This design comes from an exercise in tuning for small area on the open sky130 flow, not from production work.
Function was checked by simulation only, so behaviour that the tests miss may differ from the original.
Power figures rest on the tool's default switching activity, not on a simulated workload.

==> design/flow/design.v <==
module speckle_core (
    input  wire        clk,
    input  wire        rst,
    input  wire        cmd_valid,
    input  wire [31:0] cmd,
    output wire        busy,
    input  wire        transport_present,
    input  wire        cfg_variant,           
    input  wire [1:0]  cfg_width,             
    input  wire [9:0]  cfg_npix,
    input  wire [7:0]  cfg_t_settle,
    input  wire [7:0]  cfg_t_exit,
    input  wire [15:0] cfg_t_frame,
    input  wire [7:0]  cfg_reg_burst_start,
    input  wire [7:0]  cfg_reg_reset,
    input  wire [7:0]  cfg_reg_laser_ctrl,
    input  wire [7:0]  cfg_reg_frame_capture,
    input  wire [7:0]  cfg_reg_pixel,
    input  wire [55:0] cfg_reg_other,         
    input  wire [7:0]  cfg_reset_sentinel,
    input  wire [7:0]  cfg_cap_cmd1,
    input  wire [7:0]  cfg_cap_cmd2,
    input  wire [7:0]  cfg_laser_fd_mask,
    input  wire        cfg_burst_pre_wait,
    input  wire        cfg_burst_byte_delay,
    input  wire [15:0] cfg_max_att,
    input  wire        cfg_max_att_inf,
    output reg         cs,
    output wire        xfer_req,
    output reg  [7:0]  xfer_out,
    input  wire        xfer_ack,
    input  wire [7:0]  xfer_in,
    output wire [7:0]  status,
    output reg  [3:0]  fault,
    output reg  [9:0]  finfo,
    output reg  [8:0]  flog,
    output reg  [1:0]  pstate,
    output wire [2:0]  fstate,
    output reg  [7:0]  resb,
    output reg  [15:0] res0,
    output wire [15:0] res1,
    output wire [15:0] dx,
    output wire [15:0] dy,
    output reg  [7:0]  sq,
    output wire [15:0] shutter,
    output reg  [7:0]  pixmax,
    output wire [7:0]  pixacc,
    output reg  [7:0]  motion,
    output reg  [7:0]  obs,
    output reg  [7:0]  pixsum,
    output reg  [7:0]  pixmin,
    output wire [15:0] fperiod,
    output reg         pix_valid,
    output wire [9:0]  pix_index,
    output reg  [6:0]  pix_data
);
    localparam [7:0] OP_INIT    = 8'h01;
    localparam [7:0] OP_SEL     = 8'h10;
    localparam [7:0] OP_DES     = 8'h11;
    localparam [7:0] OP_XFER    = 8'h12;
    localparam [7:0] OP_WRREG   = 8'h20;
    localparam [7:0] OP_RDREG   = 8'h21;
    localparam [7:0] OP_BBEGIN  = 8'h22;
    localparam [7:0] OP_BRDB    = 8'h23;
    localparam [7:0] OP_BEND    = 8'h24;
    localparam [7:0] OP_DEC8    = 8'h30;
    localparam [7:0] OP_DEC16   = 8'h31;
    localparam [7:0] OP_DEC12   = 8'h32;
    localparam [7:0] OP_RDBURST = 8'h40;
    localparam [7:0] OP_FCAP    = 8'h50;
    localparam [7:0] OP_FCEND   = 8'h51;
    localparam [3:0] F_TRANSPORT   = 4'd1;
    localparam [3:0] F_PROFILE     = 4'd2;
    localparam [3:0] F_ILLEGAL     = 4'd3;
    localparam [3:0] F_ADDRESS     = 4'd4;
    localparam [3:0] F_NOTCONFIG   = 4'd5;
    localparam [3:0] F_ALREADY     = 4'd6;
    localparam [3:0] F_BUSSTATE    = 4'd7;
    localparam [3:0] F_TIMEOUT     = 4'd8;
    localparam [2:0] K_WR = 3'd0;    
    localparam [2:0] K_RD = 3'd1;    
    localparam [2:0] K_BB = 3'd2;    
    localparam [2:0] K_RB = 3'd3;    
    localparam [2:0] K_FC = 3'd4;    
    localparam [2:0] K_FE = 3'd5;    
    localparam [2:0] K_X  = 3'd6;    
    localparam [2:0] K_BR = 3'd7;    
    localparam [3:0] S_IDLE   = 4'd0;
    localparam [3:0] S_GUARD  = 4'd1;    
    localparam [3:0] S_ADDR   = 4'd2;    
    localparam [3:0] S_WDATA  = 4'd3;    
    localparam [3:0] S_WAIT   = 4'd4;    
    localparam [3:0] S_RDATA  = 4'd5;    
    localparam [3:0] S_BYTE   = 4'd6;    
    localparam [3:0] S_DES    = 4'd7;    
    localparam [3:0] S_TDONE  = 4'd8;    
    localparam [3:0] S_CHECK  = 4'd9;    
    localparam [3:0] ST_RESET  = 4'd3;   
    localparam [3:0] ST_LRD    = 4'd4;   
    localparam [3:0] ST_LWR    = 4'd5;   
    localparam [3:0] ST_CMD1   = 4'd6;
    localparam [3:0] ST_CMD2   = 4'd7;
    localparam [3:0] ST_FW     = 4'd9;   
    localparam [3:0] ST_PIX    = 4'd10;  
    localparam [1:0] W_SETTLE = 2'd0;    
    localparam [1:0] W_PRE    = 2'd1;    
    localparam [1:0] W_BDLY   = 2'd2;    
    localparam [1:0] W_FRAME  = 2'd3;    
    reg  [3:0]  state;
    reg  [2:0]  ck;
    reg  [1:0]  wph;
    reg         configured;
    reg         haz_guard;
    reg         resb_valid, res_valid, sample_valid, frame_valid;
    reg  [15:0] cnt;               
    reg  [15:0] att;               
    reg         p_variant;
    reg         p_w12;
    reg         p_n900;
    reg  [7:0]  p_t_settle;
    reg  [7:0]  p_t_exit;
    reg  [15:0] p_t_frame;
    reg  [6:0]  p_reg_burst_start;
    reg  [6:0]  p_reg_reset;
    reg  [6:0]  p_reg_laser_ctrl;
    reg  [6:0]  p_reg_frame_capture;
    reg  [6:0]  p_reg_pixel;
    reg  [7:0]  p_reset_sentinel;
    reg  [7:0]  p_cap_cmd1;
    reg  [7:0]  p_cap_cmd2;
    reg  [2:0]  p_mask_bit;
    reg         p_burst_pre_wait;
    reg         p_burst_byte_delay;
    reg  [15:0] p_max_att;
    reg         p_max_att_inf;
    reg  [7:0]  dxl, dxh, dyl, dyh, shh, shl, fph, fpl;
    reg  [11:0] res1_q;
    assign dx      = {dxh, dxl};
    assign dy      = {dyh, dyl};
    assign shutter = {shh, shl};
    assign fperiod = {fph, fpl};
    assign pixacc  = pixsum;       
    assign res1    = {{4{res1_q[11]}}, res1_q};
    assign pix_index = finfo;
    assign busy     = (state != S_IDLE);
    assign status   = {haz_guard, frame_valid, sample_valid, res_valid,
                       resb_valid, configured, cs, busy};
    assign xfer_req = (state == S_ADDR) || (state == S_WDATA) ||
                      (state == S_RDATA) || (state == S_BYTE);
    assign fstate   = (busy && ck == K_FC) ? fault[3:1] : 3'd0;
    wire [3:0] step = fault;
    wire       fcx  = (ck == K_FC) || (ck == K_FE);
    wire [7:0] op = cmd[31:24];
    wire [7:0] oa = cmd[23:16];
    wire [7:0] ob = cmd[15:8];
    wire [7:0] oc = cmd[7:0];
    reg legal, bus_ok;
    always @(*) begin
        case (op)
            OP_INIT, OP_SEL, OP_DES, OP_BEND, OP_RDBURST, OP_FCAP, OP_FCEND:
                legal = (oa == 8'd0) && (ob == 8'd0) && (oc == 8'd0);
            OP_XFER, OP_RDREG, OP_BBEGIN, OP_DEC8:
                legal = (ob == 8'd0) && (oc == 8'd0);
            OP_BRDB:
                legal = (oa[7:1] == 7'd0) && (ob == 8'd0) && (oc == 8'd0);
            OP_WRREG, OP_DEC16:
                legal = (oc == 8'd0);
            OP_DEC12:
                legal = 1'b1;
            default:
                legal = 1'b0;
        endcase
        case (op)
            OP_DES, OP_XFER:     bus_ok = cs;
            OP_BRDB, OP_BEND:    bus_ok = (pstate != 2'd0);
            default:             bus_ok = !cs;
        endcase
    end
    wire is_init    = (op == OP_INIT);
    wire is_dec     = (op == OP_DEC8) || (op == OP_DEC16) || (op == OP_DEC12);
    wire is_addr_op = (op == OP_WRREG) || (op == OP_RDREG) || (op == OP_BBEGIN);
    reg [2:0] prof_fail;
    always @(*) begin
        prof_fail = 3'd0;
        if (!(cfg_variant ? (cfg_width == 2'd2) : !cfg_width[1]))
            prof_fail = 3'd2;
        else if (!(cfg_npix == 10'd484 || cfg_npix == 10'd900))
            prof_fail = 3'd3;
        else if (cfg_reg_burst_start[7] || cfg_reg_reset[7] || cfg_reg_laser_ctrl[7] ||
                 cfg_reg_frame_capture[7] || cfg_reg_pixel[7] ||
                 cfg_reg_other[7]  || cfg_reg_other[15] || cfg_reg_other[23] ||
                 cfg_reg_other[31] || cfg_reg_other[39] || cfg_reg_other[47] ||
                 cfg_reg_other[55])
            prof_fail = 3'd4;
        else if (!(cfg_laser_fd_mask != 8'd0 &&
                   (cfg_laser_fd_mask & (cfg_laser_fd_mask - 8'd1)) == 8'd0))
            prof_fail = 3'd5;
        else if (!cfg_max_att_inf && cfg_max_att == 16'd0)
            prof_fail = 3'd6;
    end
    reg        rej;
    reg [3:0]  rcode;
    reg [9:0]  rinfo;
    always @(*) begin
        rej   = 1'b1;
        rcode = 4'd0;
        rinfo = 10'd0;
        if (!legal) begin
            rcode = F_ILLEGAL;  rinfo = {2'b00, op};
        end else if (is_init && configured) begin
            rcode = F_ALREADY;
        end else if (!is_init && !is_dec && !configured) begin
            rcode = F_NOTCONFIG;
        end else if (!is_init && !is_dec && !bus_ok) begin
            rcode = F_BUSSTATE; rinfo = {7'd0, cs, pstate};
        end else if (is_addr_op && oa[7]) begin
            rcode = F_ADDRESS;  rinfo = {2'b00, oa};
        end else if (is_init && !transport_present) begin
            rcode = F_TRANSPORT;
        end else if (is_init && prof_fail != 3'd0) begin
            rcode = F_PROFILE;  rinfo = {7'd0, prof_fail};
        end else
            rej = 1'b0;
    end
    wire        guard_ok  = (cnt[15:8] != 8'd0) || ({1'b0, cnt[7:0]} + 9'd1 >= {1'b0, p_t_exit});
    wire        frame_w   = wph[0];    
    wire        wait_done = (cnt == (frame_w ? p_t_frame : {8'd0, p_t_settle}));
    wire is_write = (ck == K_WR) ||
                    (fcx && (step == ST_RESET || step == ST_LWR ||
                             step == ST_CMD1  || step == ST_CMD2));
    reg [6:0] addr7;
    always @(*) begin
        case (ck)
            K_RB:       addr7 = p_reg_burst_start;
            K_FC, K_FE: begin
                case (step)
                    ST_RESET:        addr7 = p_reg_reset;
                    ST_LRD, ST_LWR:  addr7 = p_reg_laser_ctrl;
                    ST_CMD1, ST_CMD2: addr7 = p_reg_frame_capture;
                    default:         addr7 = p_reg_pixel;
                endcase
            end
            default:    addr7 = pix_data;
        endcase
    end
    always @(*) begin
        case (state)
            S_ADDR:  xfer_out = {is_write, addr7};
            S_WDATA: begin
                if (ck == K_WR || step == ST_LWR)
                    xfer_out = finfo[7:0];
                else if (step == ST_RESET)
                    xfer_out = p_reset_sentinel;
                else if (step == ST_CMD1)
                    xfer_out = p_cap_cmd1;
                else
                    xfer_out = p_cap_cmd2;
            end
            S_BYTE:  xfer_out = (ck == K_X) ? finfo[7:0] : 8'h00;
            default: xfer_out = 8'h00;
        endcase
    end
    wire [7:0] mask_dec = 8'd1 << p_mask_bit;
    wire [7:0] laser_new;
    genvar gi;
    generate
        for (gi = 0; gi < 8; gi = gi + 1) begin : g_laser
            assign laser_new[gi] = mask_dec[gi] ? (ck == K_FE) : xfer_in[gi];
        end
    endgenerate
    wire       vb   = p_variant;
    wire       va12 = !p_variant && p_w12;
    wire       va8  = !p_variant && !p_w12;
    wire [3:0] fidx = fault;
    wire [3:0] nf_last = vb ? 4'd13 : (p_w12 ? 4'd7 : 4'd6);
    wire e_motion = vb && fidx == 4'd0;
    wire e_obs    = vb && fidx == 4'd1;
    wire e_dxl    = vb ? fidx == 4'd2 : fidx == 4'd0;
    wire e_dxh    = vb ? fidx == 4'd3 : (va8 ? fidx == 4'd0 : fidx == 4'd2);
    wire e_dyl    = vb ? fidx == 4'd4 : fidx == 4'd1;
    wire e_dyh    = vb ? fidx == 4'd5 : (va8 ? fidx == 4'd1 : fidx == 4'd2);
    wire e_sq     = vb ? fidx == 4'd6 : (va12 ? fidx == 4'd3 : fidx == 4'd2);
    wire e_pixsum = vb ? fidx == 4'd7 : (va12 ? fidx == 4'd7 : fidx == 4'd6);
    wire e_pixmax = vb ? fidx == 4'd8 : (va12 ? fidx == 4'd6 : fidx == 4'd5);
    wire e_pixmin = vb && fidx == 4'd9;
    wire e_shh    = vb ? fidx == 4'd10 : (va12 ? fidx == 4'd4 : fidx == 4'd3);
    wire e_shl    = vb ? fidx == 4'd11 : (va12 ? fidx == 4'd5 : fidx == 4'd4);
    wire e_fph    = vb && fidx == 4'd12;
    wire e_fpl    = vb && fidx == 4'd13;
    wire [7:0] dxh_in = vb ? xfer_in :
                        va8 ? {8{xfer_in[7]}} : {{4{xfer_in[7]}}, xfer_in[7:4]};
    wire [7:0] dyh_in = vb ? xfer_in :
                        va8 ? {8{xfer_in[7]}} : {{4{xfer_in[3]}}, xfer_in[3:0]};
    wire bbyte_ack = (state == S_BYTE) && xfer_ack && (ck == K_RB);
    always @(posedge clk) begin
        if (bbyte_ack) begin
            if (e_motion) motion <= xfer_in;
            if (e_obs)    obs    <= xfer_in;
            if (e_dxl)    dxl    <= xfer_in;
            if (e_dxh)    dxh    <= dxh_in;
            if (e_dyl)    dyl    <= xfer_in;
            if (e_dyh)    dyh    <= dyh_in;
            if (e_sq)     sq     <= xfer_in;
            if (e_pixsum) pixsum <= xfer_in;
            if (e_pixmax) pixmax <= xfer_in;
            if (e_pixmin) pixmin <= xfer_in;
            if (e_shh)    shh    <= xfer_in;
            if (e_shl)    shl    <= xfer_in;
            if (e_fph)    fph    <= xfer_in;
            if (e_fpl)    fpl    <= xfer_in;
        end
    end
    wire [9:0] last_pix = p_n900 ? 10'd899 : 10'd483;
    wire       multi    = (op == OP_XFER) || (op == OP_WRREG) || (op == OP_RDREG) ||
                          (op == OP_BBEGIN) || (op == OP_BRDB) || (op == OP_RDBURST) ||
                          (op == OP_FCAP) || (op == OP_FCEND);
    always @(posedge clk) begin
        pix_valid <= 1'b0;
        if (cnt != 16'hFFFF)
            cnt <= cnt + 16'd1;
        if (rst) begin
            state        <= S_IDLE;
            configured   <= 1'b0;
            cs           <= 1'b0;
            pstate       <= 2'd0;
            haz_guard    <= 1'b0;
            resb_valid   <= 1'b0;
            res_valid    <= 1'b0;
            sample_valid <= 1'b0;
            frame_valid  <= 1'b0;
            fault        <= 4'd0;
            finfo        <= 10'd0;
            flog         <= 9'd0;
            cnt          <= 16'd0;
            pix_valid    <= 1'b0;
        end else begin
            case (state)
            S_IDLE: begin
                if (cmd_valid) begin
                    fault <= rcode;
                    finfo <= rinfo;
                    ck    <= K_WR;
                    state <= (rej || !multi) ? S_TDONE : S_CHECK;
                    if (rej)
                        flog[rcode] <= 1'b1;
                    else begin
                        case (op)
                        OP_INIT: begin
                            p_variant           <= cfg_variant;
                            p_w12               <= cfg_width[0];
                            p_n900              <= cfg_npix[9];
                            p_t_settle          <= cfg_t_settle;
                            p_t_exit            <= cfg_t_exit;
                            p_t_frame           <= cfg_t_frame;
                            p_reg_burst_start   <= cfg_reg_burst_start[6:0];
                            p_reg_reset         <= cfg_reg_reset[6:0];
                            p_reg_laser_ctrl    <= cfg_reg_laser_ctrl[6:0];
                            p_reg_frame_capture <= cfg_reg_frame_capture[6:0];
                            p_reg_pixel         <= cfg_reg_pixel[6:0];
                            p_reset_sentinel    <= cfg_reset_sentinel;
                            p_cap_cmd1          <= cfg_cap_cmd1;
                            p_cap_cmd2          <= cfg_cap_cmd2;
                            p_mask_bit          <= {|cfg_laser_fd_mask[7:4],
                                                    |{cfg_laser_fd_mask[7:6], cfg_laser_fd_mask[3:2]},
                                                    |{cfg_laser_fd_mask[7], cfg_laser_fd_mask[5],
                                                      cfg_laser_fd_mask[3], cfg_laser_fd_mask[1]}};
                            p_burst_pre_wait    <= cfg_burst_pre_wait;
                            p_burst_byte_delay  <= cfg_burst_byte_delay;
                            p_max_att           <= cfg_max_att;
                            p_max_att_inf       <= cfg_max_att_inf;
                            configured          <= 1'b1;
                        end
                        OP_DEC8, OP_DEC16, OP_DEC12: begin
                            res0[7:0]   <= (op == OP_DEC8) ? oa : ob;
                            res0[11:8]  <= (op == OP_DEC16) ? oa[3:0] :
                                           (op == OP_DEC12) ? oa[7:4] : {4{oa[7]}};
                            res0[15:12] <= (op == OP_DEC16) ? oa[7:4] : {4{oa[7]}};
                            res1_q      <= {oa[3:0], oc};
                            res_valid   <= 1'b1;
                        end
                        OP_SEL: begin
                            if (!guard_ok)
                                haz_guard <= 1'b1;
                            cs <= 1'b1;
                        end
                        OP_DES, OP_BEND: begin
                            cs     <= 1'b0;
                            cnt    <= 16'd0;
                            pstate <= 2'd0;
                        end
                        OP_XFER: begin
                            resb_valid <= 1'b1;
                            finfo      <= {2'b00, oa};
                            ck         <= K_X;
                        end
                        OP_WRREG: begin
                            pix_data <= oa[6:0];
                            finfo    <= {2'b00, ob};
                            ck       <= K_WR;
                        end
                        OP_RDREG: begin
                            resb_valid <= 1'b1;
                            pix_data   <= oa[6:0];
                            ck         <= K_RD;
                        end
                        OP_BBEGIN: begin
                            pstate   <= 2'd1;
                            pix_data <= oa[6:0];
                            ck       <= K_BB;
                        end
                        OP_BRDB: begin
                            resb_valid <= 1'b1;
                            pstate     <= 2'd2;
                            wph        <= oa[0] ? W_BDLY : W_SETTLE;
                            ck         <= K_BR;
                        end
                        OP_RDBURST: begin
                            sample_valid <= 1'b1;
                            ck           <= K_RB;
                        end
                        OP_FCAP: begin
                            frame_valid <= 1'b0;
                            fault       <= ST_RESET;
                            ck          <= K_FC;
                        end
                        OP_FCEND: begin
                            fault       <= ST_RESET;
                            ck          <= K_FE;
                        end
                        default: ;
                        endcase
                    end
                end
            end
            S_CHECK: begin
                if (ck == K_X)
                    state <= S_BYTE;
                else if (ck == K_BR) begin
                    cnt   <= 16'd0;
                    state <= (wph == W_BDLY) ? S_WAIT : S_BYTE;
                end else
                    state <= S_GUARD;
            end
            S_GUARD: begin
                if (guard_ok) begin
                    cs    <= 1'b1;
                    state <= S_ADDR;
                end
            end
            S_ADDR: begin
                if (xfer_ack) begin
                    if (is_write)
                        state <= S_WDATA;
                    else begin
                        cnt   <= 16'd0;
                        wph   <= W_SETTLE;
                        state <= S_WAIT;
                    end
                end
            end
            S_WDATA: begin
                if (xfer_ack)
                    state <= S_DES;
            end
            S_WAIT: begin
                if (wait_done) begin
                    cnt <= 16'd0;
                    case (wph)
                    W_SETTLE: begin
                        if (ck == K_BB) begin
                            fault <= 4'd0;
                            finfo <= 10'd0;
                            state <= S_IDLE;
                        end else if (ck == K_RB) begin
                            fault <= 4'd0;
                            if (p_burst_pre_wait)
                                wph <= W_PRE;
                            else if (p_burst_byte_delay)
                                wph <= W_BDLY;
                            else
                                state <= S_BYTE;
                        end else
                            state <= S_RDATA;
                    end
                    W_PRE: begin
                        if (ck == K_FC) begin
                            fault <= ST_PIX;         
                            state <= S_GUARD;
                        end
                        else if (p_burst_byte_delay)
                            wph <= W_BDLY;
                        else
                            state <= S_BYTE;
                    end
                    W_BDLY:
                        state <= S_BYTE;
                    default:
                        wph <= W_PRE;                
                    endcase
                end
            end
            S_RDATA: begin
                if (xfer_ack) begin
                    if (ck == K_RD)
                        resb <= xfer_in;
                    if (step == ST_LRD)
                        finfo[7:0] <= laser_new;
                    if (step == ST_PIX) begin
                        pix_valid <= xfer_in[7];
                        pix_data  <= xfer_in[6:0];
                    end
                    state <= S_DES;
                end
            end
            S_BYTE: begin
                if (xfer_ack) begin
                    if (ck == K_RB) begin
                        fault <= fault + 4'd1;
                        cnt   <= 16'd0;
                        if (fidx == nf_last)
                            state <= S_DES;
                        else if (p_burst_byte_delay) begin
                            wph   <= W_BDLY;
                            state <= S_WAIT;
                        end
                    end else begin
                        resb  <= xfer_in;
                        fault <= 4'd0;
                        finfo <= 10'd0;
                        state <= S_IDLE;
                    end
                end
            end
            S_DES: begin
                cs    <= 1'b0;
                cnt   <= 16'd0;
                state <= S_TDONE;
                if (fcx && !(ck == K_FE && step == ST_LWR)) begin
                    if (step != ST_PIX) begin
                        fault <= (step == ST_CMD2) ? ST_FW : step + 4'd1;
                        if (step == ST_CMD2) begin
                            finfo <= 10'd0;
                            att   <= 16'd1;
                        end
                    end else if (pix_valid) begin
                        if (finfo == last_pix) begin
                            frame_valid <= 1'b1;
                            fault       <= 4'd0;
                            finfo       <= 10'd0;
                        end else begin
                            finfo <= finfo + 10'd1;
                            att   <= 16'd1;
                        end
                    end else if (!p_max_att_inf && att == p_max_att) begin
                        fault    <= F_TIMEOUT;
                        flog[8]  <= 1'b1;
                    end else
                        att   <= att + 16'd1;
                end else begin
                    fault <= 4'd0;
                    finfo <= 10'd0;
                end
            end
            S_TDONE: begin
                if (fcx && fault != 4'd0 && fault != F_TIMEOUT) begin
                    if (fault == ST_FW) begin
                        cnt   <= 16'd0;
                        wph   <= W_FRAME;
                        state <= S_WAIT;
                    end else
                        state <= S_GUARD;
                end else
                    state <= S_IDLE;
            end
            default: state <= S_IDLE;
            endcase
        end
    end
endmodule
==> design/flow/run.sh <==
#!/bin/bash
# synth_recipe.tcl (not shown) runs the flow's synth.tcl, then flattens the netlist and writes it again
# the make line also repeats each setting of config.mk as NAME=value (left out here)
make -C /OpenROAD-flow-scripts/flow DESIGN_CONFIG=/design/flow/config.mk WORK_HOME=/design/flow/orfs CLKGATE_MAP_FILE= SYNTH_SCRIPT=/design/flow/synth_recipe.tcl finish
==> design/flow/config.mk <==
export PLATFORM = sky130hd
export DESIGN_NAME = speckle_core
export DESIGN_NICKNAME = speckle_core
export VERILOG_FILES = /design/flow/design.v
export SDC_FILE = /design/flow/constraint.sdc
export NUM_CORES = 4
export LEC_CHECK = 0
export CAP_MARGIN = 20
export CORE_MARGIN = 2
export CORE_UTILIZATION = 40
export PLACE_DENSITY = 0.6
export SLEW_MARGIN = 20
==> design/flow/constraint.sdc <==
create_clock -name core_clock -period 10.0 [get_ports {clk}]
set_input_delay 2.0000 -clock core_clock [delete_from_list [all_inputs] [get_ports {clk}]]
set_output_delay 2.0000 -clock core_clock [all_outputs]
set_load 0.01 [all_outputs]
==> flow_summary.json, run 1 <==
{
  "status": "finished clean",
  "place_ws_ns": 2.518,
  "synth_mux_area_frac": 0.02894,
  "syn_area_per_cell_sq_um": 11.61,
  "crit-reg2reg-launch": "wph[0]",
  "htreeDepth": 2,
  "dr.pass1.iters": 6,
  "fin_cells": 2350,
  "fin_nets": 2045,
  "cp-end-kind": "flip-flop",
  "place_hpwl_um": 38900,
  "post_cts_buffers": 0,
  "clk_pin_slew_worst_paths_ns": 0.06,
  "r2r_cells": 8,
  "ant_nets": 0,
  "drc": 0,
  "synth_top_family_by_area": "simple AND/OR/NAND/NOR gates",
  "initial_utilization": 0.4032,
  "min_from": "res_valid",
  "holdCritPathClass": "flip-flop to flip-flop",
  "fin_util": 0.5469,
  "synthXorXnorAreaFrac": 0.02833,
  "ys_types": 84,
  "grt_use_total": 0.2421,
  "power_density_nw_per_um2": 175.2,
  "clock_latency_ns": 0.54,
  "vias_per_cell": 5.600,
  "rows": 74,
  "grt_pass1_wl_um": 77400,
  "multi_input_area_sq_um": 5998,
  "r2r-end": "finfo[6]",
  "hold_path_depth": 2,
  "wl_per_cell_um": 22.57,
  "synth_edf_count": 292,
  "grt-ovfl-total": 0,
  "startpoint_type": "input port",
  "yosys.area_share.simple": 0.1558,
  "async_flop_share": 0,
  "die_area_sq_um": 42600,
  "cts_resized": 0,
  "yosys_most_used_dff": "edfxtp_1",
  "slew-limit-headroom": 0.2356,
  "fp.dieW_um": 206.4,
  "crit_required_ns": 10.18,
  "finalCritPeriodShare": 0.6482,
  "drt_iter0_drc": 1044,
  "critical_path_class": "input port to flip-flop",
  "cts.sinks": 345,
  "syn_area_sq_um": 16390,
  "power.leakage_nw": 7.538,
  "fmax_ghz": 0.1543,
  "synthCells": 1411,
  "cap_violations": 0,
  "cts_made_buffers": 39,
  "worst_slew_pin_slew_ns": 1.140,
  "nFillCells": 3476,
  "die_h_um": 206.4,
  "vias": 13161,
  "final_max_slew_viol_count": 0,
  "min_to": "res_valid",
  "wirelength_um": 53050,
  "cts_buffer_depth": 3,
  "path_max_fanout": 86,
  "period_needed_ns": 6.482,
  "port_buffers": 412,
  "hold_violations": 0,
  "drive_gt1_frac": 0.07100,
  "cp.arrival_ns": 6.66,
  "area_delta_synth_final_pct": 35.65,
  "setup_viol": 0,
  "tns_ns": 0,
  "dp.cells": 2278,
  "yosys.area_share.adder": 0.01588,
  "finClkSkew_ns": 0.01108,
  "synth_compound_area_frac": 0.1316,
  "layout_setup_ws_ns": 3.518,
  "yosys_warnings": 1,
  "io_pins": 462,
  "seq_area_frac_synth": 0.5998,
  "syn_nets": 1668,
  "cts_root_buf": "clkbuf_16",
  "antenna_found_initial": 1,
  "rsz0062_at_grt": "no",
  "ys_seq_elements": 345,
  "gp_congestion": 0.9376,
  "rrSetupSlack_ns": 5.84,
  "cts_tree": "built",
  "grt_start_max_net_pins": 87,
  "grt_pass1_vias": 12665,
  "hold_buffers": 0,
  "core_sq_um": 40650,
  "seq_area_sq_um": 9829,
  "ir_drop_v": 0.0001095
}
-- logic make-up (layout without fill, tap and decap cells) --
kind of cell             Yosys count  after routing
AND/OR/NAND/NOR                  496            496
buffers and inverters            141            547
other                              0              1
flip-flops                       345            345
adder cells (fa/ha/maj)           21             21
AO/OA/AOI/OAI                    310            310
XOR/XNOR                          53             53
multiplexers                      45             45
-- through the flow --
| step | power (mW) | hold WS, ns | instance area, sq um |
|---|---|---|---|
| floorplan | 2.113 | 0.4334 | 16390 |
| global placement | 2.485 | 0.4511 | 20910 |
| detailed placement | 2.490 | 0.4512 | 20930 |
| CTS | 3.914 | 0.4607 | 22180 |
| global route | 4.048 | 0.4919 | 22230 |
| finish | 3.895 | 0.4589 | 22230 |
-- final cells by class --
class,instances,share of cell area
antenna,1,0.0001126
timing repair buffer,435,0.1944
clock inverter,22,0.01098
inverter,42,0.007092
sequential,345,0.4422
tap,532,0.02994
clock buffer,48,0.04542
multi-input combinational,925,0.2698
-- critical path, cell delays in order --
cell             delay [ns]
clkdlybuf4s50_1        1.06
or3b_2                 0.52
a211o_1                0.36
mux2_2                 0.32
a211o_1                0.27
a211o_1                0.40
nor2_2                 0.47
nand2_1                0.31
nor2_4                 0.44
buf_12                 0.42
-- cells in the mapped netlist, types with 6 or more instances --
cell type	number	share of area
a2111oi_0	7	0.0037
a211oi_1	14	0.0064
a21o_1	7	0.0032
a21oi_1	61	0.019
a221oi_1	16	0.0086
a222oi_1	8	0.0049
a22oi_1	11	0.0050
a311oi_1	7	0.0037
a31oi_1	19	0.0073
and2_1	16	0.0061
and3_1	12	0.0046
buf_4	30	0.014
clkbuf_1	59	0.014
dfxtp_1	53	0.065
edfxtp_1	292	0.54
ha_1	20	0.015
inv_1	41	0.0094
mux2_2	19	0.013
mux2i_1	26	0.016
nand2_1	133	0.030
nand2b_1	17	0.0065
nand3_1	34	0.010
nand3b_1	8	0.0037
nand4_1	16	0.0061
nand4b_1	6	0.0032
nor2_1	112	0.026
nor2b_1	18	0.0069
nor3_1	33	0.010
nor4_1	23	0.0088
nor4bb_1	7	0.0043
o2111ai_1	6	0.0032
o211ai_1	9	0.0041
o21a_1	10	0.0046
o21ai_0	62	0.019
o22ai_1	6	0.0023
or2_2	7	0.0027
or3_1	11	0.0042
or4_1	11	0.0050
xnor2_1	25	0.013
xor2_1	28	0.015
-- layout by cell type, fill, tap and decap left out, types with 25 or more instances in the layout --
cell / n
dfxtp_1: 53
clkdlybuf4s50_1: 412
clkbuf_16: 39
xor2_1: 28
inv_1: 41
xnor2_1: 25
o21ai_0: 62
nand3_1: 34
nand2_1: 133
nor2_1: 111
edfxtp_1: 292
mux2i_1: 26
nor3_1: 28
a21oi_1: 61
-- worst max-delay path by stage --
stage                       start  cells past startpoint                 end  slack (ns)
after floorplan           cmd[31]                      9  p_burst_byte_delay        0.30
after global placement    cmd[24]                     10        p_t_frame[3]        2.54
after detailed placement  cmd[24]                     10        p_t_frame[8]        2.52
after CTS                 cmd[24]                     10        p_t_frame[7]        3.12
after global routing      cmd[24]                     10        p_t_frame[7]        3.39
final                     cmd[24]                     10        p_t_frame[7]        3.52
-- layer usage --
| metal | up-vias | track usage | wire length, um |
|---|---|---|---|
| met2 | 608 | 0.3717 | 24300 |
| met3 | 73 | 0.05077 | 4621 |
| li1 | 6115 | - | - |
| met5 | - | 0 | 0 |
| met1 | 6365 | 0.3443 | 22990 |
| met4 | 0 | 0.07194 | 1137 |
-- sequential cells by signal (all words and copies together), names as in the netlist, 9 cells and up --
name       cells
res1_q        12
p_max_att     16
finfo         10
flog           9
att           16
res0          16
p_t_frame     16
cnt           16
-- power breakdown --
| part | leakage (nW) | switching (mW) | internal [mW] | total [mW] |
|---|---|---|---|---|
| sequential | 3.06 | 0.126 | 1.59 | 1.72 |
| clock | 0.608 | 0.569 | 0.849 | 1.42 |
| combinational | 3.87 | 0.422 | 0.337 | 0.759 |
| total | 7.54 | 1.12 | 2.78 | 3.90 |
==> inputs of run 2 (changes only) <==
--- a/design/flow/design.v
+++ b/design/flow/design.v
@@ -114,3 +114,3 @@
     reg         resb_valid, res_valid, sample_valid, frame_valid;
-    reg  [15:0] cnt;               
+    reg  [7:0]  cnt;               
     reg  [15:0] att;               
@@ -224,5 +224,6 @@
     end
-    wire        guard_ok  = (cnt[15:8] != 8'd0) || ({1'b0, cnt[7:0]} + 9'd1 >= {1'b0, p_t_exit});
+    wire        guard_ok  = ({1'b0, cnt} + 9'd1 >= {1'b0, p_t_exit});
     wire        frame_w   = wph[0];    
-    wire        wait_done = (cnt == (frame_w ? p_t_frame : {8'd0, p_t_settle}));
+    wire        att_eq    = (att == (frame_w ? p_t_frame : p_max_att));
+    wire        wait_done = frame_w ? att_eq : (cnt == p_t_settle);
     wire is_write = (ck == K_WR) ||
@@ -318,4 +319,6 @@
         pix_valid <= 1'b0;
-        if (cnt != 16'hFFFF)
-            cnt <= cnt + 16'd1;
+        if (cnt != 8'hFF)
+            cnt <= cnt + 8'd1;
+        if (state == S_WAIT && frame_w)
+            att <= att + 16'd1;
         if (rst) begin
@@ -333,3 +336,3 @@
             flog         <= 9'd0;
-            cnt          <= 16'd0;
+            cnt          <= 8'd0;
             pix_valid    <= 1'b0;
@@ -387,3 +390,3 @@
                             cs     <= 1'b0;
-                            cnt    <= 16'd0;
+                            cnt    <= 8'd0;
                             pstate <= 2'd0;
@@ -438,3 +441,3 @@
                 else if (ck == K_BR) begin
-                    cnt   <= 16'd0;
+                    cnt   <= 8'd0;
                     state <= (wph == W_BDLY) ? S_WAIT : S_BYTE;
@@ -454,3 +457,3 @@
                     else begin
-                        cnt   <= 16'd0;
+                        cnt   <= 8'd0;
                         wph   <= W_SETTLE;
@@ -466,3 +469,3 @@
                 if (wait_done) begin
-                    cnt <= 16'd0;
+                    cnt <= 8'd0;
                     case (wph)
@@ -475,2 +478,3 @@
                             fault <= 4'd0;
+                            att <= 16'd0;
                             if (p_burst_pre_wait)
@@ -486,2 +490,3 @@
                         if (ck == K_FC) begin
+                            att   <= 16'd1;
                             fault <= ST_PIX;         
@@ -496,4 +501,6 @@
                         state <= S_BYTE;
-                    default:
+                    default: begin
+                        att <= 16'd0;
                         wph <= W_PRE;                
+                    end
                     endcase
@@ -518,3 +525,3 @@
                         fault <= fault + 4'd1;
-                        cnt   <= 16'd0;
+                        cnt   <= 8'd0;
                         if (fidx == nf_last)
@@ -535,3 +542,3 @@
                 cs    <= 1'b0;
-                cnt   <= 16'd0;
+                cnt   <= 8'd0;
                 state <= S_TDONE;
@@ -540,6 +547,4 @@
                         fault <= (step == ST_CMD2) ? ST_FW : step + 4'd1;
-                        if (step == ST_CMD2) begin
+                        if (step == ST_CMD2)
                             finfo <= 10'd0;
-                            att   <= 16'd1;
-                        end
                     end else if (pix_valid) begin
@@ -553,3 +558,3 @@
                         end
-                    end else if (!p_max_att_inf && att == p_max_att) begin
+                    end else if (!p_max_att_inf && att_eq) begin
                         fault    <= F_TIMEOUT;
@@ -566,3 +571,3 @@
                     if (fault == ST_FW) begin
-                        cnt   <= 16'd0;
+                        att   <= 16'd0;
                         wph   <= W_FRAME;
==> design/flow/flow/run.sh (new file) <==
#!/bin/bash
set -euo pipefail
export BUFFER_PORTS_ARGS="-buffer_cell sky130_fd_sc_hd__buf_1"
bash standard.sh > standard_make.log 2>&1
==> design/flow/standard.sh (new file) <==
#!/bin/bash
# synth_recipe.tcl (not shown) runs the flow's synth.tcl, then flattens the netlist and writes it again
# the make line also repeats each setting of config.mk as NAME=value (left out here)
make -C /OpenROAD-flow-scripts/flow DESIGN_CONFIG=/design/flow/config.mk WORK_HOME=/design/flow/orfs CLKGATE_MAP_FILE= SYNTH_SCRIPT=/design/flow/synth_recipe.tcl "${@:-finish}"
removed: design/flow/run.sh
==> flow_summary.json, run 2 <==
{
  "startpoint_type": "flip-flop",
  "synth_edf_count": 276,
  "cts.sinks": 337,
  "tns_ns": 0,
  "syn_area_sq_um": 16030,
  "path_max_fanout": 17,
  "synthCells": 1375,
  "grt_use_total": 0.2274,
  "hold_path_depth": 1,
  "syn_nets": 1636,
  "fin_util": 0.4869,
  "initial_utilization": 0.4044,
  "ys_types": 92,
  "ant_nets": 0,
  "yosys_most_used_dff": "edfxtp_1",
  "cts_made_buffers": 38,
  "vias": 12947,
  "yosysMostFrequentCell": "edfxtp_1",
  "grt_start_max_net_pins": 66,
  "netlist.area_leader.share": 0.5170,
  "worst_slew_pin_slew_ns": 1.114,
  "cap_violations": 0,
  "post_cts_buffers": 0,
  "grt_pass1_vias": 12011,
  "power_density_nw_per_um2": 195.6,
  "grt_pass1_wl_um": 71450,
  "cp.arrival_ns": 3.84,
  "cts_buffer_depth": 3,
  "power.leakage_nw": 6.357,
  "yosys_warnings": 1,
  "fin_nets": 2021,
  "period_needed_ns": 5.839,
  "vias_per_cell": 5.597,
  "cts_resized": 0,
  "area_delta_synth_final_pct": 20.39,
  "finalCritPeriodShare": 0.5839,
  "core_sq_um": 39640,
  "grt-ovfl-total": 0,
  "drc": 0,
  "hold_violations": 0,
  "ir_drop_v": 0.0001615,
  "drive_gt1_frac": 0.08063,
  "final_max_slew_viol_count": 0,
  "gp_congestion": 0.9282,
  "slew-limit-headroom": 0.2505,
  "drt_iter0_drc": 1121,
  "seq_area_frac_synth": 0.5931,
  "hold_buffers": 0,
  "clk_pin_slew_worst_paths_ns": 0.06,
  "layout_commonest_cell": "buf_1",
  "crit_required_ns": 8.00,
  "critical_path_class": "flip-flop to output pin",
  "clock_latency_ns": 0.55,
  "ys_seq_elements": 337,
  "die_h_um": 204.2,
  "finClkSkew_ns": 0.03022,
  "rows": 73,
  "die_area_sq_um": 41700,
  "syn_area_per_cell_sq_um": 11.66,
  "wl_per_cell_um": 20.97,
  "yosysTopAreaCell": "edfxtp_1",
  "setup_viol": 0,
  "rsz0062_at_grt": "no",
  "r2r_cells": 8,
  "io_pins": 462,
  "place_hpwl_um": 36030,
  "cts_tree": "built",
  "htreeDepth": 2,
  "final_cell_mix": "411 x buf_1, 276 x edfxtp_1, 106 x nand2_1",
  "fp.dieW_um": 204.2,
  "dr.pass1.iters": 7,
  "synthTopCellsByCount": "276 x edfxtp_1, 106 x nand2_1, 100 x nor2_1, 86 x a21oi_1, 61 x dfxtp_1",
  "wirelength_um": 48510,
  "async_flop_share": 0,
  "cts_root_buf": "clkbuf_16",
  "fmax_ghz": 0.1713,
  "antenna_found_initial": 2,
  "port_buffers": 412,
  "synth_area_leaders": "edfxtp_1 52%, dfxtp_1 7.6%, a21oi_1 2.7%",
  "whs_ns": 0.4680,
  "status": "finished clean",
  "holdCritPathClass": "flip-flop to flip-flop",
  "cp-end-kind": "output pin"
}
## run 2: cell count changes in the layout (fill, tap and decap cells not counted), moves of 9 or more
cell             previous run  this run
xor2_1                     28        18
inv_1                      41        52
buf_4                      21        30
nor2_1                    111       100
buf_1                       0       411
a21oi_1                    61        86
nand2_1                   133       106
clkdlybuf4s50_1           412         0
or3_1                      11         0
nand4_1                    16         7
edfxtp_1                  292       276
o221ai_1                    1        14
## run 2: power breakdown
| part | total [mW] | switching (mW) | internal (mW) |
|---|---|---|---|
| Combinational | 0.668 | 0.423 | 0.245 |
| Sequential | 1.68 | 0.117 | 1.56 |
| Clock | 1.43 | 0.565 | 0.863 |
## run 2: final cells by class
| type | instances | area (sq um) |
|---|---|---|
| Antenna cell | 2 | 5.005 |
| Clock buffer | 40 | 968.4 |
| Clock inverter | 26 | 317.8 |
| Fill cell | 3711 | 20340 |
| Inverter | 54 | 202.7 |
| Multi-Input combinational cell | 887 | 5867 |
| Sequential cell | 337 | 9509 |
| Tap cell | 525 | 656.9 |
| Timing Repair Buffer | 442 | 1773 |
## run 2: cells by family after synthesis
group | share of synthesized area
buf+inv | 0.04293
mux | 0.02935
simple gates | 0.1406
compound gates | 0.1506
flops | 0.5931
fa+ha+maj | 0.01936
xor+xnor | 0.02404
## run 2: path summary, 6_finish.rpt
kind,start,slack [ns],end
hold / removal,flog[4],0.47,flog[4]
setup / recovery,fault[3],4.16,xfer_out[0]
hold reg to reg,flog[4],0.47,flog[4]
setup reg to reg,ck[2],6.14,att[7]
## run 2: layer usage
metal,wire [um],global-route usage,vias up
met4,2624,0.1240,0
li1,-,-,6046
met3,3859,0.05453,136
met2,22720,0.3637,655
met1,19310,0.2845,6110
met5,0,0,-
## run 2: critical path, stage by stage (launching register included)
cell and delay, ns:
dfxtp_1 0.79, nor2b_1 0.32, nand2_1 0.19, nand2_1 0.26, nor3_1 0.79, nand2_1 0.11
a21oi_1 0.29, a221oi_1 0.09, o221ai_1 0.27, buf_1 0.18
## run 2: stage by stage
| step | cells | setup WS (ns) | instance area [sq um] | power [mW] |
|---|---|---|---|---|
| after floorplan | 1375 | 0.8431 | 16040 | 2.122 |
| after global placement | 2245 | 3.742 | 18000 | 2.358 |
| after detailed placement | 2245 | 3.681 | 18010 | 2.367 |
| after CTS | 2311 | 4.180 | 19290 | 3.806 |
| after global routing | 2313 | 3.913 | 19300 | 3.948 |
| final | 2313 | 4.161 | 19300 | 3.776 |
==> inputs of run 3 (changes only) <==
==> design/flow/flow/run.sh (replaced) <==
#!/bin/bash
set -euo pipefail
export BUFFER_PORTS_ARGS="-buffer_cell sky130_fd_sc_hd__buf_1"
export CTS_ARGS="-sink_clustering_enable -repair_clock_nets -dont_use_dummy_load -sink_clustering_size 24 -sink_clustering_max_diameter 70 -buf_list {sky130_fd_sc_hd__clkbuf_16}"
bash standard.sh > standard_make.log 2>&1
--- a/design/flow/config.mk
+++ b/design/flow/config.mk
@@ -9,4 +9,4 @@
 export CORE_MARGIN = 2
-export CORE_UTILIZATION = 40
-export PLACE_DENSITY = 0.6
+export CORE_UTILIZATION = 70
+export PLACE_DENSITY = 0.8
 export SLEW_MARGIN = 20
==> flow_summary.json, run 3 <==
{
  "port_buffers": 412,
  "final_max_slew_viol_count": 0,
  "die_area_sq_um": 24130,
  "dr.pass1.iters": 9,
  "synthCells": 1375,
  "place_ws_ns": 3.682,
  "critPathTopFamily": "simple AND/OR/NAND/NOR gates",
  "fin_cells": 2015,
  "grt_start_max_net_pins": 70,
  "rsz0062_at_grt": "no",
  "holdCritPathClass": "flip-flop to flip-flop",
  "drt_iter0_drc": 1579,
  "core_sq_um": 22570,
  "ir_drop_v": 0.0001499,
  "htreeDepth": 1,
  "finalCritPeriodShare": 0.5957,
  "async_flop_share": 0,
  "period_needed_ns": 5.957,
  "fmax_ghz": 0.1679,
  "power.leakage_nw": 5.944,
  "ys_types": 92,
  "power_density_nw_per_um2": 171.4,
  "path_max_fanout": 69,
  "cts_buffer_depth": 3,
  "crit_buf_inv": 2,
  "dp.cells": 1994,
  "netlist.area_leader.share": 0.5170,
  "yosys_most_used_dff": "edfxtp_1",
  "crit_chain": "buf_1 > or4b_1 > nor2_1 > a21oi_1 > a21bo_2 > o211ai_4 > nor2_4 > nand3_1 > nor3_4 > buf_4",
  "min_from": "flog[0]",
  "die_h_um": 155.3,
  "yosysTopAreaCell": "edfxtp_1",
  "cap_violations": 0,
  "vias_per_cell": 6.648,
  "fin_nets": 1993,
  "cts_root_buf": "clkbuf_16",
  "drc": 0,
  "crit_required_ns": 10.09,
  "cp.arrival_ns": 6.05,
  "synthTopCellsByCount": "276 x edfxtp_1, 106 x nand2_1, 100 x nor2_1, 86 x a21oi_1, 61 x dfxtp_1",
  "cts_tree": "built",
  "post_cts_buffers": 0,
  "grt_use_total": 0.3725,
  "tns_ns": 0,
  "grt_pass1_wl_um": 68930,
  "layout_setup_ws_ns": 4.043,
  "wirelength_um": 46830,
  "postLayoutCellArea_sq_um": 18140,
  "cts.sinks": 337,
  "seq_area_sq_um": 9509,
  "startpoint_type": "input port",
  "wl_per_cell_um": 23.24,
  "slew-limit-headroom": 0.3066,
  "seq_area_frac_synth": 0.5931,
  "antenna_found_initial": 0,
  "r2r_cells": 8,
  "syn_area_sq_um": 16030,
  "whs_ns": 0.4808,
  "layout_commonest_cell": "buf_1",
  "diodes": 0,
  "initial_utilization": 0.7103,
  "rows": 55,
  "finalPower_mw": 3.109,
  "grt-ovfl-total": 0,
  "hold_path_depth": 1,
  "worst_slew_pin_slew_ns": 1.040,
  "ant_nets": 0,
  "vias": 13395,
  "ys_seq_elements": 337,
  "clock_latency_ns": 0.54,
  "worstSetupPathDepth": 10,
  "final_cell_mix": "411 x buf_1, 276 x edfxtp_1, 106 x nand2_1",
  "syn_nets": 1636,
  "critPathSlowestCell": "buf_4",
  "yosysMostFrequentCell": "edfxtp_1",
  "status": "finished clean",
  "finClkSkew_ns": 0.07132,
  "setup_viol": 0,
  "synth_area_leaders": "edfxtp_1 52%, dfxtp_1 7.6%, a21oi_1 2.7%",
  "hold_buffers": 0,
  "fp.dieW_um": 155.3,
  "multi_input_area_sq_um": 5886,
  "cp-end-kind": "flip-flop",
  "drive_gt1_frac": 0.05665,
  "synth_edf_count": 276,
  "place_area_sq_um": 17620,
  "syn_area_per_cell_sq_um": 11.66,
  "gp_congestion": 0.9576,
  "slowest_delay_ns": 0.75,
  "yosys_warnings": 1,
  "critical_path_class": "input port to flip-flop",
  "area_delta_synth_final_pct": 13.13,
  "grt_pass1_vias": 12352,
  "cts_resized": 0,
  "startpoint": "cmd[24]",
  "crit-reg2reg-launch": "state[2]",
  "cts_made_buffers": 19,
  "clk_pin_slew_worst_paths_ns": 0.08,
  "hold_violations": 0,
  "place_hpwl_um": 33260,
  "io_pins": 462,
  "nFillCells": 1390,
  "fin_util": 0.8035
}
run 3: cell count changes in the layout (fill, tap and decap cells not counted), moves of 2 or more:
cell,change
clkinvlp_4,-8
bufinv_16,-6
inv_6,-2
clkbuf_16,-19
nor3_1,-3
diode_2,-2
nor3_2,+3
clkinv_1,-4
clkinv_2,-4
buf_4,-11
run 3: cells by family (layout without fill, tap and decap cells):
group                      after synthesis  count (layout)  share of synthesized area
AOI/OAI and AO/OA                      345             345                     0.1506
xor gates and xnor gates                44              44                    0.02404
adders and majority gates               25              25                    0.01936
buffers and inverters                  151             506                    0.04293
DFF                                    337             337                     0.5931
muxes                                   44              44                    0.02935
and+or+nand+nor                        429             429                     0.1406
run 3: area by class of cell:
class | instances | share of cell area
clock buffer | 19 | 0.02622
inverter | 54 | 0.01118
tap | 285 | 0.01966
multi-input combinational | 887 | 0.3245
timing repair buffer | 433 | 0.09410
sequential | 337 | 0.5243
run 3: where the power goes:
part / leakage [nW] / internal (mW) / switching [mW]
clock: 0.234 / 0.340 / 0.411
combinational: 2.73 / 0.241 / 0.428
sequential: 2.98 / 1.56 / 0.128
run 3: per-layer routing:
metal  share of wire  global-route usage  vias up  wire, um
met5               0                   0        -         0
met4           0.051              0.1625        0      2410
met3            0.10             0.06184      177      4898
met2            0.50              0.6513      973     23310
met1            0.35              0.4596     6302     16210
li1                -                   -     5943         -
run 3: final timing paths:
path,end,slack [ns]
max,p_mask_bit[2],4.04
min,flog[0],0.48
max reg2reg,dyh[1],5.81
min reg2reg,flog[0],0.48
==> inputs of run 4 (changes only) <==
==> design/flow/flow/run.sh (replaced) <==
#!/bin/bash
set -euo pipefail
export BUFFER_PORTS_ARGS="-buffer_cell sky130_fd_sc_hd__buf_1"
export CTS_ARGS="-sink_clustering_enable -repair_clock_nets -dont_use_dummy_load -sink_clustering_size 20 -sink_clustering_max_diameter 50 -buf_list {sky130_fd_sc_hd__clkbuf_8}"
bash standard.sh > standard_make.log 2>&1
--- a/design/flow/config.mk
+++ b/design/flow/config.mk
@@ -7,3 +7,3 @@
 export LEC_CHECK = 0
-export CAP_MARGIN = 20
+export CAP_MARGIN = 0
 export CORE_MARGIN = 2
@@ -11,2 +11,2 @@
 export PLACE_DENSITY = 0.8
-export SLEW_MARGIN = 20
+export SLEW_MARGIN = 0
==> flow_summary.json, run 4 <==
{
  "status": "finished clean",
  "die_area_sq_um": 24130,
  "netlist.area_leader.share": 0.5170,
  "setup_viol": 0,
  "fp.dieW_um": 155.3,
  "async_flop_share": 0,
  "yosys_most_used_dff": "edfxtp_1",
  "post_cts_buffers": 0,
  "synthXorXnorAreaFrac": 0.02404,
  "yosys.area_share.simple": 0.1406,
  "fmax_ghz": 0.1700,
  "power_frac_clock": 0.221,
  "power_density_nw_per_um2": 167.9,
  "holdCritPathClass": "flip-flop to flip-flop",
  "initial_utilization": 0.7103,
  "p_sw_mw": 0.9658,
  "cts_root_buf": "clkbuf_8",
  "grt_use_total": 0.3679,
  "syn_area_sq_um": 16030,
  "syn_area_per_cell_sq_um": 11.66,
  "synth_edf_count": 276,
  "ys_types": 92,
  "cts_resized": 0,
  "area_delta_synth_final_pct": 12.38,
  "yosys.area_share.adder": 0.01936,
  "wl_per_cell_um": 22.76,
  "layout_setup_ws_ns": 4.117,
  "clk_pin_slew_worst_paths_ns": 0.07,
  "worst_slew_pin_slew_ns": 1.352,
  "vias_per_cell": 6.596,
  "rows": 55,
  "worstSetupPathDepth": 10,
  "tns_ns": 0,
  "critical_path_class": "input port to flip-flop",
  "crit_buf_inv": 2,
  "synthCells": 1375,
  "slowest_delay_ns": 0.74,
  "final_max_slew_viol_count": 0,
  "rrSetupSlack_ns": 5.69,
  "period_needed_ns": 5.883,
  "synth_area_leaders": "edfxtp_1 52%, dfxtp_1 7.6%, a21oi_1 2.7%",
  "cp.arrival_ns": 6.10,
  "slew-limit-headroom": 0.09896,
  "fin_nets": 2001,
  "synth_compound_area_frac": 0.1506,
  "yosys_warnings": 1,
  "synthTopCellsByCount": "276 x edfxtp_1, 106 x nand2_1, 100 x nor2_1, 86 x a21oi_1, 61 x dfxtp_1",
  "gp_congestion": 0.9576,
  "min_from": "haz_guard",
  "path_max_fanout": 69,
  "p_comb_frac": 0.221,
  "ant_nets": 0,
  "dr.pass1.iters": 7,
  "cp-end-kind": "flip-flop",
  "rsz0062_at_grt": "no",
  "final_cell_mix": "411 x buf_1, 276 x edfxtp_1, 106 x nand2_1",
  "cap_violations": 0,
  "crit-reg2reg-launch": "state[2]",
  "crit_chain": "buf_1 > or4b_1 > nor2_1 > a21oi_1 > a21bo_2 > o211ai_4 > nor2_4 > nand3_1 > nor3_4 > buf_4",
  "drt_iter0_drc": 1524,
  "finClkSkew_ns": 0.08853,
  "place_hpwl_um": 33280,
  "drive_gt1_frac": 0.05811,
  "grt_pass1_wl_um": 68430,
  "hold_path_depth": 2,
  "drc": 0,
  "ys_seq_elements": 337,
  "r2r_cells": 7,
  "cts_buffer_depth": 3,
  "startpoint": "cmd[24]",
  "internal-power_mw": 2.059,
  "power.leakage_nw": 5.900,
  "clock_latency_ns": 0.62,
  "vias": 13344,
  "layout_commonest_cell": "buf_1",
  "htreeDepth": 1,
  "port_buffers": 412,
  "place_ws_ns": 3.691,
  "pwr-share-seq": 0.558,
  "hold_buffers": 0,
  "grt_pass1_vias": 12432,
  "crit_required_ns": 10.21,
  "wirelength_um": 46050,
  "seq_area_frac_synth": 0.5931,
  "yosysMostFrequentCell": "edfxtp_1",
  "die_h_um": 155.3,
  "critPathTopFamily": "simple AND/OR/NAND/NOR gates",
  "synth_mux_area_frac": 0.02935,
  "syn_nets": 1636,
  "grt_start_max_net_pins": 70,
  "core_sq_um": 22570,
  "io_pins": 462,
  "cts_made_buffers": 29,
  "cts.sinks": 337,
  "whs_ns": 0.4783,
  "hold_violations": 0,
  "synth_top_family_by_area": "compound AO/OA/AOI/OAI gates",
  "swShare": 0.3193,
  "antenna_found_initial": 0,
  "finalCritPeriodShare": 0.5883,
  "critPathSlowestCell": "buf_4",
  "finalPower_mw": 3.025,
  "grt-ovfl-total": 0,
  "startpoint_type": "input port",
  "yosysTopAreaCell": "edfxtp_1",
  "ir_drop_v": 0.0001338,
  "cts_tree": "built",
  "diodes": 0
}
==> run 4: area by class of cell <==
| cell class | instances | area, sq um |
|---|---|---|
| clock buffer | 29 | 399.1 |
| fill | 1432 | 4556 |
| inverter | 54 | 202.7 |
| timing repair buffer | 431 | 1690 |
| multi-input combinational | 887 | 5858 |
| sequential | 337 | 9509 |
| tap | 285 | 356.6 |
==> run 4: power groups by stage <==
stage	clock, mW	combinational, mW	sequential, mW
floorplan	0	0.468	1.65
global placement	0	0.632	1.71
finish	0.668	0.668	1.69
global route	0.708	0.729	1.69
detailed placement	0	0.647	1.71
CTS	0.667	0.651	1.68
==> run 4: kinds of logic after synthesis <==
kind of cell,count (synthesis)
and+or+nand+nor,429
muxes,44
adders and majority gates,25
xor gates and xnor gates,44
buffers and inverters,151
DFF,337
AOI/OAI and AO/OA,345
==> run 4: stage by stage <==
stage                 util  std cells  instance area (sq um)
finish              0.7982       2023                  18020
global route        0.7982       2023                  18020
CTS                 0.7982       2023                  18020
detailed placement  0.7805       1994                  17620
global placement    0.7805       1994                  17620
floorplan                -       1375                  16040
==> run 4: tightest hold or removal path, delay by kind of cell, from the launching register on <==
family	cells	cell delay [ns]
AND/OR/NAND/NOR	1	0.07
AO/OA/AOI/OAI	1	0.05
flip-flops	1	0.33
==> run 4: path summary, 6_finish.rpt <==
path	endpoint
hold reg to reg	haz_guard
hold / removal	haz_guard
setup / recovery	p_cap_cmd2[2]
setup reg to reg	dxh[3]
==> run 4: metal layers <==
layer  track usage  wire length [um]  up-vias
met3       0.05933              4510      167
li1              -                 -     5960
met2        0.6336             22740      931
met1        0.4579             16180     6286
met5             0                 0        -
met4        0.1752              2616        0
==> inputs of run 5 (changes only) <==
--- a/design/flow/config.mk
+++ b/design/flow/config.mk
@@ -10,2 +10,3 @@
 export CORE_UTILIZATION = 70
+export GPL_TIMING_DRIVEN = 0
 export PLACE_DENSITY = 0.8
==> flow_summary.json, run 5 <==
{
  "status": "finished clean",
  "synth_area_leaders": "edfxtp_1 52%, dfxtp_1 7.6%, a21oi_1 2.7%",
  "slew-limit-headroom": 0.1129,
  "htreeDepth": 1,
  "fmax_ghz": 0.1715,
  "synthTopCellsByCount": "276 x edfxtp_1, 106 x nand2_1, 100 x nor2_1, 86 x a21oi_1, 61 x dfxtp_1",
  "crit_required_ns": 8.00,
  "cts_resized": 0,
  "ys_seq_elements": 337,
  "yosys_warnings": 1,
  "grt_use_total": 0.3889,
  "fp.dieW_um": 155.3,
  "syn_area_per_cell_sq_um": 11.66,
  "drive_gt1_frac": 0.07068,
  "holdCritPathClass": "flip-flop to flip-flop",
  "async_flop_share": 0,
  "antenna_found_initial": 0,
  "power_density_nw_per_um2": 165.8,
  "ir_drop_v": 0.0001437,
  "cp-end-kind": "output pin",
  "layout_commonest_cell": "buf_1",
  "ant_nets": 0,
  "cap_violations": 0,
  "startpoint_type": "flip-flop",
  "clock_latency_ns": 0.62,
  "power.leakage_nw": 6.130,
  "yosysMostFrequentCell": "edfxtp_1",
  "die_h_um": 155.3,
  "area_delta_synth_final_pct": 15.63,
  "vias": 14053,
  "rows": 55,
  "place_hpwl_um": 35810,
  "initial_utilization": 0.7103,
  "cts.sinks": 337,
  "grt_pass1_wl_um": 72290,
  "vias_per_cell": 6.660,
  "grt-ovfl-total": 0,
  "seq_area_frac_synth": 0.5931,
  "port_buffers": 410,
  "final_cell_mix": "414 x buf_1, 276 x edfxtp_1, 106 x nand2_1",
  "io_pins": 462,
  "ys_types": 92,
  "whs_ns": 0.4759,
  "core_sq_um": 22570,
  "period_needed_ns": 5.830,
  "wl_per_cell_um": 22.86,
  "cp.arrival_ns": 3.83,
  "post_cts_buffers": 0,
  "cts_buffer_depth": 3,
  "hold_violations": 0,
  "grtUsageMet3": 0.07187,
  "layout_setup_ws_ns": 4.170,
  "crit-reg2reg-launch": "state[2]",
  "drt_iter0_drc": 1767,
  "min_to": "resb_valid",
  "grt_start_max_net_pins": 25,
  "cts_tree": "built",
  "fin_util": 0.8213,
  "cts_root_buf": "clkbuf_8",
  "place_ws_ns": 3.696,
  "path_max_fanout": 10,
  "r2r-end": "dxh[6]",
  "diodes": 0,
  "rrSetupSlack_ns": 5.87,
  "min_from": "resb_valid",
  "yosysTopAreaCell": "edfxtp_1",
  "finalCritPeriodShare": 0.5830,
  "fin_nets": 2088,
  "r2r_cells": 7,
  "rsz0062_at_grt": "no",
  "final_max_slew_viol_count": 0,
  "die_area_sq_um": 24130,
  "syn_area_sq_um": 16030,
  "wirelength_um": 48240,
  "use_met2": 0.6584,
  "clk_pin_slew_worst_paths_ns": 0.12,
  "setup_viol": 0,
  "gp_congestion": 0.9961,
  "hold_buffers": 0,
  "nFillCells": 1349,
  "dr.pass1.iters": 8,
  "critical_path_class": "flip-flop to output pin",
  "cts_made_buffers": 29,
  "synth_edf_count": 276,
  "netlist.area_leader.share": 0.5170,
  "syn_nets": 1636,
  "worst_slew_pin_slew_ns": 1.319,
  "finClkSkew_ns": 0.09002,
  "drc": 0,
  "grtUsageMet1": 0.4778,
  "synthCells": 1375,
  "hold_path_depth": 2,
  "yosys_most_used_dff": "edfxtp_1",
  "top_usage_layer": "met2",
  "grt_pass1_vias": 13030
}
## run 5: cell counts after synthesis
Identical to the previous run, type by type.
## run 5: worst max path at each step
stage	startpoint	slack (ns)	to
floorplan	cmd[30]	0.84	p_burst_byte_delay
global placement	cmd[28]	-1.35	p_max_att[3]
detailed placement	cmd[28]	3.70	p_t_frame[11]
CTS	fault[0]	4.28	xfer_out[4]
global route	cmd[27]	3.91	p_t_frame[11]
finish	fault[0]	4.17	xfer_out[1]
## run 5: cell families (layout without fill, tap and decap cells)
group           Yosys count  count (layout)  synth area share
simple gates            429             429            0.1406
compound gates          345             345            0.1506
flops                   337             337            0.5931
buf+inv                 151             601           0.04293
xor+xnor                 44              44           0.02404
mux                      44              44           0.02935
fa+ha+maj                25              25           0.01936
## run 5: where the power goes
part	leakage, nW	switching, mW	internal (mW)
clock	0.209	0.409	0.257
combinational	2.94	0.486	0.264
sequential	2.98	0.0963	1.56
## run 5: cell type report
type | count | area (sq um) | share of cell area
sequential | 337 | 9509 | 0.5130
multi-input combinational | 887 | 5871 | 0.3167
tap | 285 | 356.6 | 0.01924
inverter | 54 | 202.7 | 0.01093
timing repair buffer | 421 | 1714 | 0.09247
buffer | 97 | 485.5 | 0.02619
clock buffer | 29 | 399.1 | 0.02153
## run 5: worst max-delay path: stages (launching register included)
cell and delay [ns]:
dfxtp_1 0.56, inv_1 0.12, ha_1 0.21, clkbuf_1 0.26, nand2_1 0.16, nand2_1 0.23
nor3_1 0.76, nand2_1 0.11, a21oi_1 0.26, a221oi_1 0.09, o221ai_1 0.21, buf_1 0.24
## run 5: stage by stage
step                setup TNS (ns)  cell area [sq um]  power (mW)  cells
CTS                              0              18530       3.041   2109
detailed placement               0              18130       2.401   2080
finish                           0              18540       3.074   2110
global route                     0              18540       3.183   2110
floorplan                        0              16040       2.122   1375
global placement           -155.22              17930       2.378   2070
## run 5: routing by layer
layer  routed length (um)  part of all wire
met5                    0                 0
met4                 3065             0.064
met3                 5065              0.11
met2                23480              0.49
met1                16620              0.34
==> inputs of run 6 (changes only) <==
==> design/flow/flow/run.sh (replaced) <==
#!/bin/bash
set -euo pipefail
export BUFFER_PORTS_ARGS="-buffer_cell sky130_fd_sc_hd__buf_1"
export CTS_ARGS="-sink_clustering_enable -repair_clock_nets -dont_use_dummy_load -sink_clustering_size 18 -sink_clustering_max_diameter 80 -buf_list {sky130_fd_sc_hd__clkbuf_8}"
bash standard.sh > standard_make.log 2>&1
--- a/design/flow/config.mk
+++ b/design/flow/config.mk
@@ -7,7 +7,6 @@
 export LEC_CHECK = 0
-export CAP_MARGIN = 0
+export CAP_MARGIN = 20
 export CORE_MARGIN = 2
 export CORE_UTILIZATION = 70
-export GPL_TIMING_DRIVEN = 0
 export PLACE_DENSITY = 0.8
-export SLEW_MARGIN = 0
+export SLEW_MARGIN = 20
==> flow_summary.json, run 6 <==
{
  "swShare": 0.3239,
  "syn_area_per_cell_sq_um": 11.66,
  "tns_ns": 0,
  "yosys_warnings": 1,
  "hold_violations": 0,
  "pwr-share-seq": 0.569,
  "period_needed_ns": 5.889,
  "yosys_most_used_dff": "edfxtp_1",
  "hold_buffers": 0,
  "p_comb_frac": 0.227,
  "initial_utilization": 0.7103,
  "internal-power_mw": 2.001,
  "fin_nets": 1996,
  "crit-reg2reg-launch": "state[2]",
  "cts.sinks": 337,
  "wl_per_cell_um": 23.07,
  "path_max_fanout": 69,
  "grt_use_total": 0.3700,
  "r2r-end": "dyh[3]",
  "ir_drop_v": 0.0001454,
  "clock_latency_ns": 0.58,
  "drive_gt1_frac": 0.05828,
  "status": "finished clean",
  "whs_ns": 0.4815,
  "power.leakage_nw": 5.869,
  "startpoint_type": "input port",
  "layout_commonest_cell": "buf_1",
  "yosys.area_share.simple": 0.1406,
  "synthTopCellsByCount": "276 x edfxtp_1, 106 x nand2_1, 100 x nor2_1, 86 x a21oi_1, 61 x dfxtp_1",
  "synth_top_family_by_area": "compound AO/OA/AOI/OAI gates",
  "critical_path_class": "input port to flip-flop",
  "cts_tree": "built",
  "clk_pin_slew_worst_paths_ns": 0.10,
  "synthCells": 1375,
  "yosys.area_share.adder": 0.01936,
  "die_h_um": 155.3,
  "netlist.area_leader.share": 0.5170,
  "cts_buffer_depth": 3,
  "seq_area_frac_synth": 0.5931,
  "r2r_cells": 8,
  "drt_iter0_drc": 1623,
  "critPathSlowestCell": "buf_4",
  "port_buffers": 412,
  "setup_viol": 0,
  "nFillCells": 1416,
  "grt-ovfl-total": 0,
  "finalCritPeriodShare": 0.5889,
  "slew-limit-headroom": 0.3119,
  "rsz0062_at_grt": "no",
  "synthXorXnorAreaFrac": 0.02404,
  "startpoint": "cmd[24]",
  "async_flop_share": 0,
  "holdCritPathClass": "flip-flop to flip-flop",
  "htreeDepth": 1,
  "antenna_found_initial": 0,
  "yosysTopAreaCell": "edfxtp_1",
  "cts_made_buffers": 22,
  "synth_edf_count": 276,
  "final_cell_mix": "411 x buf_1, 276 x edfxtp_1, 106 x nand2_1",
  "syn_area_sq_um": 16030,
  "grt_pass1_vias": 12432,
  "cts_resized": 0,
  "post_cts_buffers": 0,
  "drc": 0,
  "cts_root_buf": "clkbuf_8",
  "slowest_delay_ns": 0.74,
  "power_density_nw_per_um2": 164.7,
  "yosysMostFrequentCell": "edfxtp_1",
  "crit_required_ns": 10.18,
  "ant_nets": 0,
  "synth_mux_area_frac": 0.02935,
  "rrSetupSlack_ns": 5.90,
  "vias": 13377,
  "io_pins": 462,
  "cp.arrival_ns": 6.07,
  "grt_pass1_wl_um": 68630,
  "fp.dieW_um": 155.3,
  "fmax_ghz": 0.1698,
  "ys_seq_elements": 337,
  "critPathCapture": "p_reg_burst_start[5]",
  "rows": 55,
  "crit_chain": "buf_1 > or4b_1 > nor2_1 > a21oi_1 > a21bo_2 > o211ai_4 > nor2_4 > nand3_1 > nor3_4 > buf_4",
  "gp_congestion": 0.9576,
  "area_delta_synth_final_pct": 12.09,
  "die_area_sq_um": 24130,
  "ys_types": 92,
  "core_sq_um": 22570,
  "grt_start_max_net_pins": 70,
  "synth_compound_area_frac": 0.1506,
  "finClkSkew_ns": 0.03495,
  "power_frac_clock": 0.203,
  "cp-end-kind": "flip-flop",
  "cap_violations": 0,
  "min_from": "flog[0]",
  "final_max_slew_viol_count": 0,
  "place_hpwl_um": 33260,
  "p_sw_mw": 0.9588,
  "worst_slew_pin_slew_ns": 1.032,
  "syn_nets": 1636,
  "wirelength_um": 46580,
  "dr.pass1.iters": 8,
  "vias_per_cell": 6.626,
  "synth_area_leaders": "edfxtp_1 52%, dfxtp_1 7.6%, a21oi_1 2.7%"
}
run 6: cell count changes in the layout (fill, tap and decap cells not counted), moves of 2 or more:
cell and change:
nor3_1 -3, buf_16 -4, buf_4 -16, buf_1 -3, clkbuf_2 +2, nor3_2 +3
clkbuf_8 -7, clkbuf_1 -58, buf_2 -5
run 6: layout make-up:
cell class / instances / area [sq um] / area share
Tap cell: 285 / 356.6 / 0.01984
Sequential cell: 337 / 9509 / 0.5292
Timing Repair Buffer: 433 / 1710 / 0.09518
Antenna cell: 1 / 2.502 / 0.0001393
Multi-Input combinational cell: 887 / 5886 / 0.3275
Inverter: 54 / 202.7 / 0.01128
Clock buffer: 22 / 302.8 / 0.01685
run 6: worst min path at each step:
stage / to / slack (ns) / depth (start not counted)
4_1_cts: flog[0] / 0.48 / 1
6_report: flog[0] / 0.48 / 1
2_1_floorplan: resb_valid / 0.44 / 2
5_1_grt: flog[0] / 0.50 / 1
3_5_place_dp: res_valid / 0.46 / 2
3_3_place_gp: res_valid / 0.45 / 2
run 6: cells by family (layout without fill, tap and decap cells):
logic type | Yosys count | count (layout)
flops | 337 | 337
simple gates | 429 | 429
xor+xnor | 44 | 44
fa+ha+maj | 25 | 25
buf+inv | 151 | 509
compound gates | 345 | 345
mux | 44 | 44
other cells | 0 | 1
run 6: power by group through the flow:
stage	logic, mW	clock network, mW	registers [mW]
after floorplan	0.468	0	1.65
after global placement	0.632	0	1.71
after detailed placement	0.648	0	1.71
after CTS	0.652	0.604	1.68
after global routing	0.729	0.649	1.69
final	0.673	0.602	1.69
run 6: per-stage QoR:
stage	utilization	area (sq um)	total power [mW]	worst slack, ns	cells
floorplan	-	16040	2.122	0.8431	1375
global placement	0.7805	17620	2.341	3.783	1994
detailed placement	0.7807	17620	2.359	3.682	1994
CTS	0.7941	17920	2.935	4.275	2016
global route	0.7960	17970	3.068	3.895	2018
finish	0.7961	17970	2.960	4.111	2019
run 6: critical path, delay by kind of cell:
family | cells | cell delay, ns
simple gates | 5 | 2.27
buf+inv | 2 | 1.20
compound gates | 3 | 0.55
run 6: routing by layer:
layer,routed length [um],GRT usage
met2,23250,0.6448
met3,4566,0.06323
met4,2431,0.1699
met1,16330,0.4535
met5,0,0

## afterwards: timing with drivers on the ports
No port has a modelled driver above. Below, the same layouts with a new extraction and two added sets of constraints. Step 1 (the two cells are an assumption about what drives the block):
set clk [get_ports {clk}]
set_driving_cell -lib_cell sky130_fd_sc_hd__clkbuf_16 $clk
set_driving_cell -lib_cell sky130_fd_sc_hd__buf_2 [delete_from_list [all_inputs] $clk]
Step 2 times the ports against the registers' clock, not the clock port: input delays grow and output delays shrink by t, the midpoint of the rising clock arrivals with the driver on. Slacks: no drivers / after step 1 / after step 2; pairs: no drivers / after step 1.
| run | t, ns | setup WS [ns] | worst register clock-pin slew, ns |
|---|---|---|---|
| run 1 | 0.598 | 3.518 / 3.528 / 2.930 | 0.06 / 0.06 |
| run 2 | 0.589 | 4.161 / 4.109 / 3.613 | 0.07 / 0.07 |
| run 3 | 0.551 | 4.043 / 4.067 / 3.516 | 0.10 / 0.10 |
| run 4 | 0.620 | 4.117 / 4.135 / 3.515 | 0.12 / 0.12 |
| run 5 | 0.618 | 4.170 / 4.123 / 3.594 | 0.12 / 0.12 |
| run 6 | 0.606 | 4.111 / 4.132 / 3.526 | 0.12 / 0.12 |
After both steps setup and hold are still met in every run listed. For run 4, which loses most, drivers alone change the setup slack by +0.018 ns; drivers and shift together by -0.602 ns.
